This is an optimization exercise on Yosys and OpenROAD, whose aim is small area, a short achievable clock period and few clock cycles per item, not a production implementation. Only simulation tests tie the RTL to the original design; equivalence was not proved. Power figures rest on the tool's default switching activity, not on a simulated workload.

==> harbor: inputs <==
==> flow/design.v <==
module bit_encoder (
    input  wire        clk,
    input  wire        rst,         
    input  wire        cmd_valid,
    output wire        cmd_ready,
    input  wire [31:0] cmd_data,
    output wire        out_valid,
    input  wire        out_ready,
    output wire [7:0]  out_data,
    output wire [15:0] status,
    output wire        err
);
    localparam [1:0] CAUSE_BAD_OP    = 2'd1;
    localparam [1:0] CAUSE_RSVD_NZ   = 2'd2;
    localparam [1:0] CAUSE_BAD_WIDTH = 2'd3;
    reg [7:1]  pb;
    reg [2:0]  pn;
    reg        err_q;
    reg [1:0]  ecause;
    reg        trunc;
    reg [7:0]  ob0;
    reg [7:0]  ob1;
    reg        ov;
    reg        ov2;
    wire [7:0] pb8 = {pb, 1'b0};
    wire [1:0]  op    = cmd_data[31:30];
    wire [4:0]  width = cmd_data[20:16];
    wire [15:0] value = cmd_data[15:0];
    wire rsvd_nz   = |cmd_data[29:21];
    wire low_nz    = |cmd_data[20:0];
    wire width_bad = (width == 5'd0) || (width > 5'd16);
    wire is_flush  = (op == 2'b01) && !rsvd_nz && !low_nz;
    wire is_encode = (op == 2'b00) && !rsvd_nz && !width_bad;
    wire [1:0] cause = op[1]                 ? CAUSE_BAD_OP :
                       (op[0] || rsvd_nz)    ? CAUSE_RSVD_NZ :
                                               CAUSE_BAD_WIDTH;
    wire       g0     = pn[0] & width[0];
    wire       p1     = pn[1] ^ width[1];
    wire       c1     = (pn[1] & width[1]) | (p1 & g0);
    wire       p2     = pn[2] ^ width[2];
    wire       c2     = (pn[2] & width[2]) | (p2 & c1);
    wire [2:0] pn_new = {p2 ^ c1, p1 ^ g0, pn[0] ^ width[0]};
    wire       nb0    = width[4] | width[3] | c2;      
    wire       nb2    = width[4] | (width[3] & c2);
    wire       nb_lane1 = !width[4] && (width[3] ^ c2);
    wire [23:0] ys0 = pn_new[0] ? {1'b0, value, 7'd0} : {value, 8'd0};
    wire [23:0] ys1 = pn_new[1] ? {2'b0, ys0[23:2]}  : ys0;
    wire [23:0] y   = pn_new[2] ? {4'b0, ys1[23:4]}  : ys1;
    wire [7:0]  lane  = nb2 ? y[23:16] : nb_lane1 ? y[15:8] : y[7:0];
    wire [7:0]  pmask = 8'hFF >> pn;
    wire [7:0]  top   = pb8 | (lane & pmask);
    wire [7:0]  byte1 = y[15:8];
    wire [7:0]  pb_lo = y[7:0];
    wire [7:0]  pb_nx = nb0 ? pb_lo : top;
    wire value_trunc = (|(lane & ~pmask))
                     | (!nb0 && (|y[15:8]))
                     | (!nb2 && (|y[23:16]));
    assign cmd_ready = !ov2 && (!ov || out_ready);
    wire   accept    = cmd_valid && cmd_ready;
    assign out_valid = ov;
    assign out_data  = ob0;
    always @(posedge clk) begin
        if (rst) begin
            ob0 <= 8'd0;
            ob1 <= 8'd0;
        end else begin
            if (!ov || out_ready)
                ob0 <= ov2 ? ob1 : top;
            if (!ov2)
                ob1 <= byte1;
        end
    end
    always @(posedge clk) begin
        if (rst) begin
            pb     <= 7'd0;
            pn     <= 3'd0;
            err_q  <= 1'b0;
            ecause <= 2'd0;
            trunc  <= 1'b0;
            ov     <= 1'b0;
            ov2    <= 1'b0;
        end else if (accept) begin
            ov  <= (is_encode && nb0) || (is_flush && pn != 3'd0);
            ov2 <= is_encode && nb2;
            if (is_encode) begin
                pb  <= pb_nx[7:1];
                pn  <= pn_new;
                if (value_trunc)
                    trunc <= 1'b1;
            end else if (is_flush) begin
                pb  <= 7'd0;
                pn  <= 3'd0;
            end else if (!err_q) begin
                err_q  <= 1'b1;
                ecause <= cause;
            end
        end else if (ov && out_ready) begin
            ov  <= ov2;
            ov2 <= 1'b0;
        end
    end
    assign status = {1'b0, trunc, ecause, err_q, pn, pb8};
    assign err    = err_q;
endmodule
==> flow/flow/run.sh <==
#!/bin/bash
# Standard ORFS layout (the standard.sh) with these changes:
#  - the port buffers are made from the smallest buffer cell
#    (sky130_fd_sc_hd__buf_1) instead of buffer_ports' default choice;
#    timing repair still resizes them where the paths need it;
#  - synthesis leaves adders as plain gates for abc (ADDER_MAP_FILE empty)
#    rather than extracting them into fa/ha cells;
#  - clock tree synthesis adds no dummy load cells.
# Registers, their names and the synthesis script are otherwise unchanged.
set -uo pipefail
export BUFFER_PORTS_ARGS="-buffer_cell sky130_fd_sc_hd__buf_1"
export CTS_ARGS="-sink_clustering_enable -repair_clock_nets -dont_use_dummy_load -sink_clustering_size 40 -buf_list {sky130_fd_sc_hd__clkbuf_2 sky130_fd_sc_hd__clkbuf_4}"
bash standard.sh ADDER_MAP_FILE= finish > standard_flow.log 2>&1
status=$?
cp -r orfs/logs/sky130hd/bit_encoder/base orfs_logs 2>/dev/null
exit $status
==> flow/standard.sh <==
#!/bin/bash
# synth_recipe.tcl (not shown) runs the flow's synth.tcl, then flattens the netlist and writes it again
# the make line also repeats each setting of config.mk as NAME=value (left out here)
make -C /OpenROAD-flow-scripts/flow DESIGN_CONFIG=/design/flow/config.mk WORK_HOME=/design/flow/orfs CLKGATE_MAP_FILE= SYNTH_SCRIPT=/design/flow/synth_recipe.tcl "${@:-finish}"
==> flow/config.mk <==
export PLATFORM = sky130hd
export DESIGN_NAME = bit_encoder
export DESIGN_NICKNAME = bit_encoder
export VERILOG_FILES = /design/flow/design.v
export SDC_FILE = /design/flow/constraint.sdc
export NUM_CORES = 4
export LEC_CHECK = 0
export ABC_AREA = 1
export CAP_MARGIN = 20
export CORE_MARGIN = 2
export CORE_UTILIZATION = 40
export PLACE_DENSITY = 0.6
export SETUP_SLACK_MARGIN = 3.05
export SLEW_MARGIN = 20
==> flow/constraint.sdc <==
create_clock -name core_clock -period 6.0 [get_ports {clk}]
set_input_delay 1.2000 -clock core_clock [delete_from_list [all_inputs] [get_ports {clk}]]
set_output_delay 1.2000 -clock core_clock [all_outputs]
set_load 0.01 [all_outputs]
==> inputs of garnet, as changes to harbor <==
Settings changed: PLACE_DENSITY 0.6 to 0.5.
==> inputs of nickel, as changes to harbor <==
==> flow/flow/run.sh (replaced) <==
#!/bin/bash
# Standard ORFS layout (the standard.sh) with two changes:
#  - the port buffers are made from the smallest buffer cell
#    (sky130_fd_sc_hd__buf_1) instead of buffer_ports' default choice;
#    timing repair still resizes them where the paths need it;
#  - synthesis leaves adders as plain gates for abc (ADDER_MAP_FILE empty)
#    rather than extracting them into fa/ha cells.
# Registers, their names and the synthesis script are otherwise unchanged.
set -uo pipefail
export BUFFER_PORTS_ARGS="-buffer_cell sky130_fd_sc_hd__buf_1"
bash standard.sh ADDER_MAP_FILE= finish > standard_flow.log 2>&1
status=$?
cp -r orfs/logs/sky130hd/bit_encoder/base orfs_logs 2>/dev/null
exit $status
Settings changed: SETUP_SLACK_MARGIN 3.05 to 3.4.
==> inputs of maple, as changes to harbor <==
--- a/flow/flow/run.sh
+++ b/flow/flow/run.sh
@@ -11,5 +11,5 @@
 export BUFFER_PORTS_ARGS="-buffer_cell sky130_fd_sc_hd__buf_1"
 export CTS_ARGS="-sink_clustering_enable -repair_clock_nets -dont_use_dummy_load -sink_clustering_size 40 -buf_list {sky130_fd_sc_hd__clkbuf_2 sky130_fd_sc_hd__clkbuf_4}"
-bash standard.sh ADDER_MAP_FILE= finish > standard_flow.log 2>&1
+bash standard.sh ADDER_MAP_FILE= SETUP_MOVE_SEQUENCE=unbuffer,sizeup,swap finish > standard_flow.log 2>&1
 status=$?
 cp -r orfs/logs/sky130hd/bit_encoder/base orfs_logs 2>/dev/null
==> results.rst <==
.. list-table::
   :header-rows: 1

   * - Metric
     - Value
   * - Status
     - finished clean
   * - Total of cells resized after clock tree synthesis
     - 2
   * - Number of buffers other than clock buffers in the final layout
     - 64
   * - Clock distribution power
     - 0.108 mW
   * - Metal1 wirelength
     - 3880 um
   * - Cells along the critical path
     - buf_1, nor2_2, nor2_4, buf_1
   * - Clock period minus final worst setup slack
     - 2.89 ns
   * - Max transition margin
     - 62.3%
   * - Final standard cell utilization of the core
     - 46.4%
   * - Starting DRT DRC Count
     - 171
   * - Start of the worst register-to-register path
     - pn[1]$_SDFFE_PP0P_
   * - # Post-CTS Setup Buffers
     - 1
   * - Switching power share of the total
     - 35.1%
Source of the figures above: harbor

==> results.rst <==
.. list-table::
   :header-rows: 1

   * - Metric
     - Value
   * - Status
     - finished clean
   * - Metal1 wirelength
     - 4240 um
   * - Start of the worst register-to-register path
     - pn[2]$_SDFFE_PP0P_
   * - Max transition margin
     - 65.8%
   * - Worst Hold Path Cells
     - 2
   * - Starting DRT DRC Count
     - 218
   * - Final standard cell utilization of the core
     - 48.4%
   * - Number of buffers other than clock buffers in the final layout
     - 71
   * - Switching power share of the total
     - 35.2%
   * - Synthesized-area fraction occupied by and/or/nand/nor cells
     - 49.2%
   * - # Post-CTS Setup Buffers
     - 2
   * - Total of cells resized after clock tree synthesis
     - 2
   * - Clock period minus final worst setup slack
     - 2.88 ns
Source of the figures above: garnet

==> results.rst <==
.. list-table::
   :header-rows: 1

   * - Metric
     - Value
   * - Start of the worst register-to-register path
     - pn[0]$_SDFFE_PP0P_
   * - Switching power share of the total
     - 33.5%
   * - Starting DRT DRC Count
     - 283
   * - Total of cells resized after clock tree synthesis
     - 81
   * - Clock distribution power
     - 0.205 mW
   * - Status
     - finished clean
   * - Cells along the critical path
     - buf_6, nor2_4, nor2_4, buf_6
   * - Metal1 wirelength
     - 4390 um
   * - # Post-CTS Setup Buffers
     - 20
   * - Final standard cell utilization of the core
     - 62.6%
   * - Clock period minus final worst setup slack
     - 2.80 ns
Source of the figures above: nickel

==> results.rst <==
.. list-table::
   :header-rows: 1

   * - Metric
     - Value
   * - Status
     - finished clean
   * - Cells along the critical path
     - clkbuf_2, nor2_2, nor2_4, buf_6
   * - Total of cells resized after clock tree synthesis
     - 5
   * - Max transition margin
     - 61.1%
   * - Start of the worst register-to-register path
     - pn[1]$_SDFFE_PP0P_
   * - Switching power share of the total
     - 35.2%
   * - Number of buffers other than clock buffers in the final layout
     - 61
   * - Sequential power
     - 0.226 mW
   * - Clock distribution power
     - 0.108 mW
   * - Final standard cell utilization of the core
     - 46.2%
   * - Starting DRT DRC Count
     - 135
Source of the figures above: maple

Testbench counts of harbor, summed over its fixed seeds: cycles 13,921, items 13,063.
Testbench counts of garnet, summed over its fixed seeds: cycles 13,921, items 13,063.
Testbench counts of nickel, summed over its fixed seeds: cycles 13,921, items 13,063.
Testbench counts of maple, summed over its fixed seeds: cycles 13,921, items 13,063.

re-timing with driven ports:
How much do the figures lean on ideal ports? The routed layouts below were timed once more, with nothing changed but the port constraints.
Step 1 (the two cells are an assumption about what drives the block):
set clk [get_ports {clk}]
set_driving_cell -lib_cell sky130_fd_sc_hd__clkbuf_16 $clk
set_driving_cell -lib_cell sky130_fd_sc_hd__buf_2 [delete_from_list [all_inputs] $clk]
Step 2 adds t to the input delays and takes it off the output delays; t is the mean of the earliest and latest rising clock arrival at the registers after step 1. Input paths then give back, and output paths get back, about the clock's delay inside the block.
Three values: ideal, step 1, step 2; two values: the first two.
run	shift t [ns]	slack for setup (ns)	worst setup path after step 2	slew at the worst register clock pin (ns)
harbor	0.350	3.114 / 3.089 / 2.853	input to register	0.10 / 0.10
garnet	0.349	3.117 / 3.094 / 2.845	input to register	0.10 / 0.10
nickel	0.304	3.201 / 3.168 / 2.886	input to register	0.07 / 0.07
maple	0.347	3.048 / 3.022 / 2.813	input to register	0.10 / 0.10
After both steps every run listed still meets setup and hold. For nickel, which loses most, drivers alone change the setup slack by -0.033 ns; drivers and shift together by -0.315 ns.
